Context: an optimization exercise on an open-source flow, tuned for small area and few clock cycles. The choices shown serve that exercise and are no tape-out recipe.
Function was checked by simulation only, so behaviour that the tests miss may differ from the original.
Power and IR drop assume default switching activity.

== east ==
==> flow/design.v (excerpt) <==
module lifx_assembler (
    input  wire         clk,
    input  wire         rst,
    input  wire         req_valid,
    output wire         req_ready,
    input  wire [11:0]  hdr_protocol,
    input  wire         hdr_addressable,
    input  wire         hdr_tagged,
    input  wire [1:0]   hdr_origin,
    input  wire [31:0]  hdr_source,
    input  wire [63:0]  hdr_target,
    input  wire [47:0]  hdr_site_id,
    input  wire         hdr_res_required,
    input  wire         hdr_ack_required,
    input  wire [7:0]   hdr_sequence,
    input  wire [63:0]  hdr_timestamp,
    input  wire [15:0]  pld_type,
    input  wire [511:0] pld_data,
    output wire         tx_valid,
    output wire         tx_last,
    output wire [7:0]   tx_data,
    input  wire         tx_ready,
    output wire         res_valid,
    output wire [3:0]   res_status
);
For scale: roughly 840 cells after synthesis.
clock: 8.0 ns
lec_check: 0
cap_margin: 20
core_area: 5 5 275 275
cts_buf_list: sky130_fd_sc_hd__clkbuf_2
die_area: 0 0 280 280
slew_margin: 20
synth_hierarchical: 1
synth_minimum_keep_size: 0
standard.sh (not shown) runs the stock make flow with config.mk's settings and CLKGATE_MAP_FILE= SYNTH_SCRIPT=/design/flow/synth_recipe.tcl, a recipe that flattens the netlist after the stock synthesis.
==> flow/flow/run.sh <==
#!/bin/bash
# The standard layout (standard.sh), with three changes to how the layout
# is made:
#  - the port buffers are the smallest buffer cell (buf_1) instead of the cell
#    buffer_ports picks by default;
#  - before floorplanning, every combinational cell is given the smallest drive
#    strength of its function (flow/downsize.tcl); the flow's repair steps
#    size cells up again where timing, slew or load need it;
#  - power recovery (downsizing gates off the critical paths) after global
#    routing.
# Each ORFS step writes its full log under orfs/logs/; make's output goes to
# orfs_make.log.
set -euo pipefail
here=$(pwd)
bash standard.sh \
  'BUFFER_PORTS_ARGS=-buffer_cell sky130_fd_sc_hd__buf_1' \
  "PRE_FLOORPLAN_TCL=$here/flow/downsize.tcl" \
  RECOVER_POWER=100 \
  finish > orfs_make.log 2>&1
==> flow/flow/downsize.tcl <==
# Before floorplanning: give every combinational cell the smallest drive
# strength of its function (same cell name but for the _N size suffix). The
# flow's own timing and design repair size cells up again where needed.
set ds_count 0
set ds_saved 0.0
foreach inst [get_cells *] {
  set lc [get_lib_cells -of_objects $inst]
  set name [get_name $lc]
  if {![regexp {^(sky130_fd_sc_hd__[a-z0-9]+)_([0-9]+)$} $name -> base size]} { continue }
  if {[regexp {^sky130_fd_sc_hd__(df|edf|sdf|dl|sdl|einv|ebuf)} $base]} { continue }
  if {[regexp {^sky130_fd_sc_hd__(buf|clkbuf|clkdlybuf|dlygate|dlymetal|inv|clkinv|conb|lpflow|probe|diode|tap|fill|decap)} $base]} { continue }
  set best $lc
  set best_area [get_property $lc area]
  foreach cand [get_lib_cells ${base}_*] {
    set cn [get_name $cand]
    if {![regexp "^${base}_\[0-9\]+\$" $cn]} { continue }
    if {[get_property $cand dont_use]} { continue }
    set ca [get_property $cand area]
    if {$ca < $best_area} { set best $cand; set best_area $ca }
  }
  if {$best ne $lc} {
    set ds_saved [expr {$ds_saved + [get_property $lc area] - $best_area}]
    replace_cell $inst $best
    incr ds_count
  }
}
puts "downsize: replaced $ds_count cells, [format %.1f $ds_saved] um2 less"
Testbench counts of east, summed over its fixed seeds: cycles 77,707.
### east -> south
diff --git a/flow/flow/run.sh b/flow/flow/run.sh
--- a/flow/flow/run.sh
+++ b/flow/flow/run.sh
@@ -2 +2 @@
-# The standard layout (standard.sh), with three changes to how the layout
+# The standard layout (standard.sh), with these changes to how the layout
Notes after the runs:
east → south: design internal power level, synthesized instance count level.
Placement row count came out exactly the same in south and east.
Compared south against east; post-route total power within noise.
Power per cell area: south vs east identical
south -> east: global-route usage delta 0, exact match
Comparing south against east, there is no change at all in cell count.
Diff south..east | wire length after detailed routing | unchanged
Between south and east, the difference in cell area after placement is negligible.
Compared east against south; number of diodes within noise.
Number of instances on the worst hold path came out exactly the same in south and east.

* * *

Another version of the RTL of lifx_assembler (not shown whole).
Size in the first run: roughly 780 I/O pins, roughly 4700 um2 of cells after synthesis.
Settings: LEC_CHECK=0, CAP_MARGIN=10, CORE_AREA=5 5 275 275, CTS_BUF_LIST=sky130_fd_sc_hd__clkbuf_2, DIE_AREA=0 0 280 280, SLEW_MARGIN=10, SYNTH_HIERARCHICAL=1, SYNTH_MINIMUM_KEEP_SIZE=0; clock period 8.0 ns.
==> flow/flow/run.sh <==
#!/bin/bash
# The standard layout (standard.sh), with these changes to how the layout
# is made:
#  - the port buffers are the smallest buffer cell (buf_1) instead of the cell
#    buffer_ports picks by default;
#  - before floorplanning, every combinational cell is given the smallest drive
#    strength of its function (flow/downsize.tcl); the flow's repair steps
#    size cells up again where timing, slew or load need it;
#  - power recovery (downsizing gates off the critical paths) after global
#    routing.
# Each ORFS step writes its full log under orfs/logs/; make's output goes to
# orfs_make.log.
set -euo pipefail
here=$(pwd)
bash standard.sh \
  'BUFFER_PORTS_ARGS=-buffer_cell sky130_fd_sc_hd__buf_1' \
  "PRE_FLOORPLAN_TCL=$here/flow/downsize.tcl" \
  RECOVER_POWER=100 \
  finish > orfs_make.log 2>&1
==> flow/flow/downsize.tcl <==
# Before floorplanning: give every combinational cell the smallest drive
# strength of its function (same cell name but for the _N size suffix), unless
# it drives more than 3 pins. The
# flow's own timing and design repair size cells up again where needed.
set ds_count 0
set ds_saved 0.0
foreach inst [get_cells *] {
  set lc [get_lib_cells -of_objects $inst]
  set name [get_name $lc]
  if {![regexp {^(sky130_fd_sc_hd__[a-z0-9]+)_([0-9]+)$} $name -> base size]} { continue }
  if {[regexp {^sky130_fd_sc_hd__(df|edf|sdf|dl|sdl|einv|ebuf)} $base]} { continue }
  if {[regexp {^sky130_fd_sc_hd__(buf|clkbuf|clkdlybuf|dlygate|dlymetal|inv|clkinv|conb|lpflow|probe|diode|tap|fill|decap)} $base]} { continue }
  # keep cells that drive many pins at the size synthesis chose
  set loads 0
  foreach pin [get_pins -of_objects $inst -filter "direction == output"] {
    foreach net [get_nets -of_objects $pin] {
      incr loads [llength [get_pins -of_objects $net -filter "direction == input"]]
    }
  }
  if {$loads > 3} { continue }
  set best $lc
  set best_area [get_property $lc area]
  foreach cand [get_lib_cells ${base}_*] {
    set cn [get_name $cand]
    if {![regexp "^${base}_\[0-9\]+\$" $cn]} { continue }
    if {[get_property $cand dont_use]} { continue }
    set ca [get_property $cand area]
    if {$ca < $best_area} { set best $cand; set best_area $ca }
  }
  if {$best ne $lc} {
    set ds_saved [expr {$ds_saved + [get_property $lc area] - $best_area}]
    replace_cell $inst $best
    incr ds_count
  }
}
puts "downsize: replaced $ds_count cells, [format %.1f $ds_saved] um2 less"
The first run finished but fails on capacitance limit, slew limit.
Testbench counts at the start, summed over its fixed seeds: cycles 77,707.
Next try:
CAP_MARGIN = 20   (was 10)
SLEW_MARGIN = 20   (was 10)
Now the flow finished clean.
Sequential power is about the same.
Cell area rose by 0.41%.
Combinational power is about the same.
Cell count hardly moves.
Clock-buffer cell count stays the same.
Next try:
--- a/flow/flow/run.sh
+++ b/flow/flow/run.sh
@@ -9,3 +9,5 @@
 #  - power recovery (downsizing gates off the critical paths) after global
-#    routing.
+#    routing;
+#  - pins may sit on neighbouring routing tracks (place_pins -min_distance 1
+#    -min_distance_in_tracks), so that all ports fit on a smaller die.
 # Each ORFS step writes its full log under orfs/logs/; make's output goes to
@@ -18,2 +20,3 @@
   RECOVER_POWER=100 \
+  "PLACE_PINS_ARGS=-min_distance 1 -min_distance_in_tracks" \
   finish > orfs_make.log 2>&1
CORE_AREA = 5 5 215 215   (was 5 5 275 275)
DIE_AREA = 0 0 220 220   (was 0 0 280 280)
Result: Register-to-register slack improved by 970 ps. Combinational power is lower by about 2%. Count of clock-buffer cells in the layout does not change. First-iteration DRC count went up by 46%. Setup slack degrades by 30 ps.

* * *

lifx_assembler again, from the RTL that the note above started with.
clock: 8.0 ns
lec_check: 0
cap_margin: 35
core_area: 5 5 275 275
cts_buf_list: sky130_fd_sc_hd__clkbuf_2
die_area: 0 0 280 280
gpl_timing_driven: 0
slew_margin: 35
synth_hierarchical: 1
synth_minimum_keep_size: 0
==> flow/flow/run.sh <==
#!/bin/bash
# The standard layout (standard.sh), with these changes to how the layout
# is made:
#  - the port buffers are the smallest buffer cell (buf_1) instead of the cell
#    buffer_ports picks by default;
#  - before floorplanning, every combinational cell is given the smallest drive
#    strength of its function (flow/downsize.tcl); the flow's repair steps
#    size cells up again where timing, slew or load need it;
#  - power recovery (downsizing gates off the critical paths) after global
#    routing.
# Each ORFS step writes its full log under orfs/logs/; make's output goes to
# orfs_make.log.
set -euo pipefail
here=$(pwd)
bash standard.sh \
  'BUFFER_PORTS_ARGS=-buffer_cell sky130_fd_sc_hd__buf_1' \
  "PRE_FLOORPLAN_TCL=$here/flow/downsize.tcl" \
  RECOVER_POWER=100 \
  finish > orfs_make.log 2>&1
Scripts as last shown in full above: flow/flow/downsize.tcl
The baseline finished clean.
Testbench counts at the start, summed over its fixed seeds: cycles 77,707.
Edit:
--- a/flow/flow/run.sh
+++ b/flow/flow/run.sh
@@ -9,3 +9,5 @@
 #  - power recovery (downsizing gates off the critical paths) after global
-#    routing.
+#    routing;
+#  - pins may sit on neighbouring routing tracks (place_pins -min_distance 1
+#    -min_distance_in_tracks), so that all ports fit on a smaller die.
 # Each ORFS step writes its full log under orfs/logs/; make's output goes to
@@ -18,2 +20,3 @@
   RECOVER_POWER=100 \
+  "PLACE_PINS_ARGS=-min_distance 1 -min_distance_in_tracks" \
   finish > orfs_make.log 2>&1
Settings changed: CAP_MARGIN 35 to 20, CORE_AREA 5 5 275 275 to 5 5 215 215, DIE_AREA 0 0 280 280 to 0 0 220 220, GPL_TIMING_DRIVEN 0 to unset, PLACE_DENSITY set to 0.8, SLEW_MARGIN 35 to 20.
Die area falls by about 40%.
Via count rises by about 5.5%.
Wire length falls by about 14%.

==> separate check: timing with driven ports <==
No port has a modelled driver above. Below, the same layouts with a new extraction and two added sets of constraints. Step 1: set_driving_cell puts a clkbuf_16 on clk and a buf_2 on each other input, an assumption about the parent block. Step 2 adds t to the input delays and takes it off the output delays; t is the mean of the earliest and latest rising clock arrival at the registers after step 1. Input paths then give back, and output paths get back, about the clock's delay inside the block. Slacks: ideal / step 1 / step 2; pairs: ideal / step 1.
run	shift t [ns]	setup WS [ns]	pins driven straight from the clock port
east	0.287	0.434 / 0.394 / 0.394	1
south	0.287	0.434 / 0.394 / 0.394	1
the first run of note 2	0.255	1.234 / 1.197 / 1.292	1
the second run of note 2	0.258	1.333 / 1.263 / 1.263	1
the third run of note 2	0.255	1.303 / 1.265 / 1.265	1
the first run of note 3	0.268	0.952 / 0.897 / 0.897	1
the second run of note 3	0.270	1.566 / 1.539 / 1.539	1
The setup slack of the second run of note 2, which loses most, moves by -0.070 ns with the drivers and by -0.070 ns with both steps.
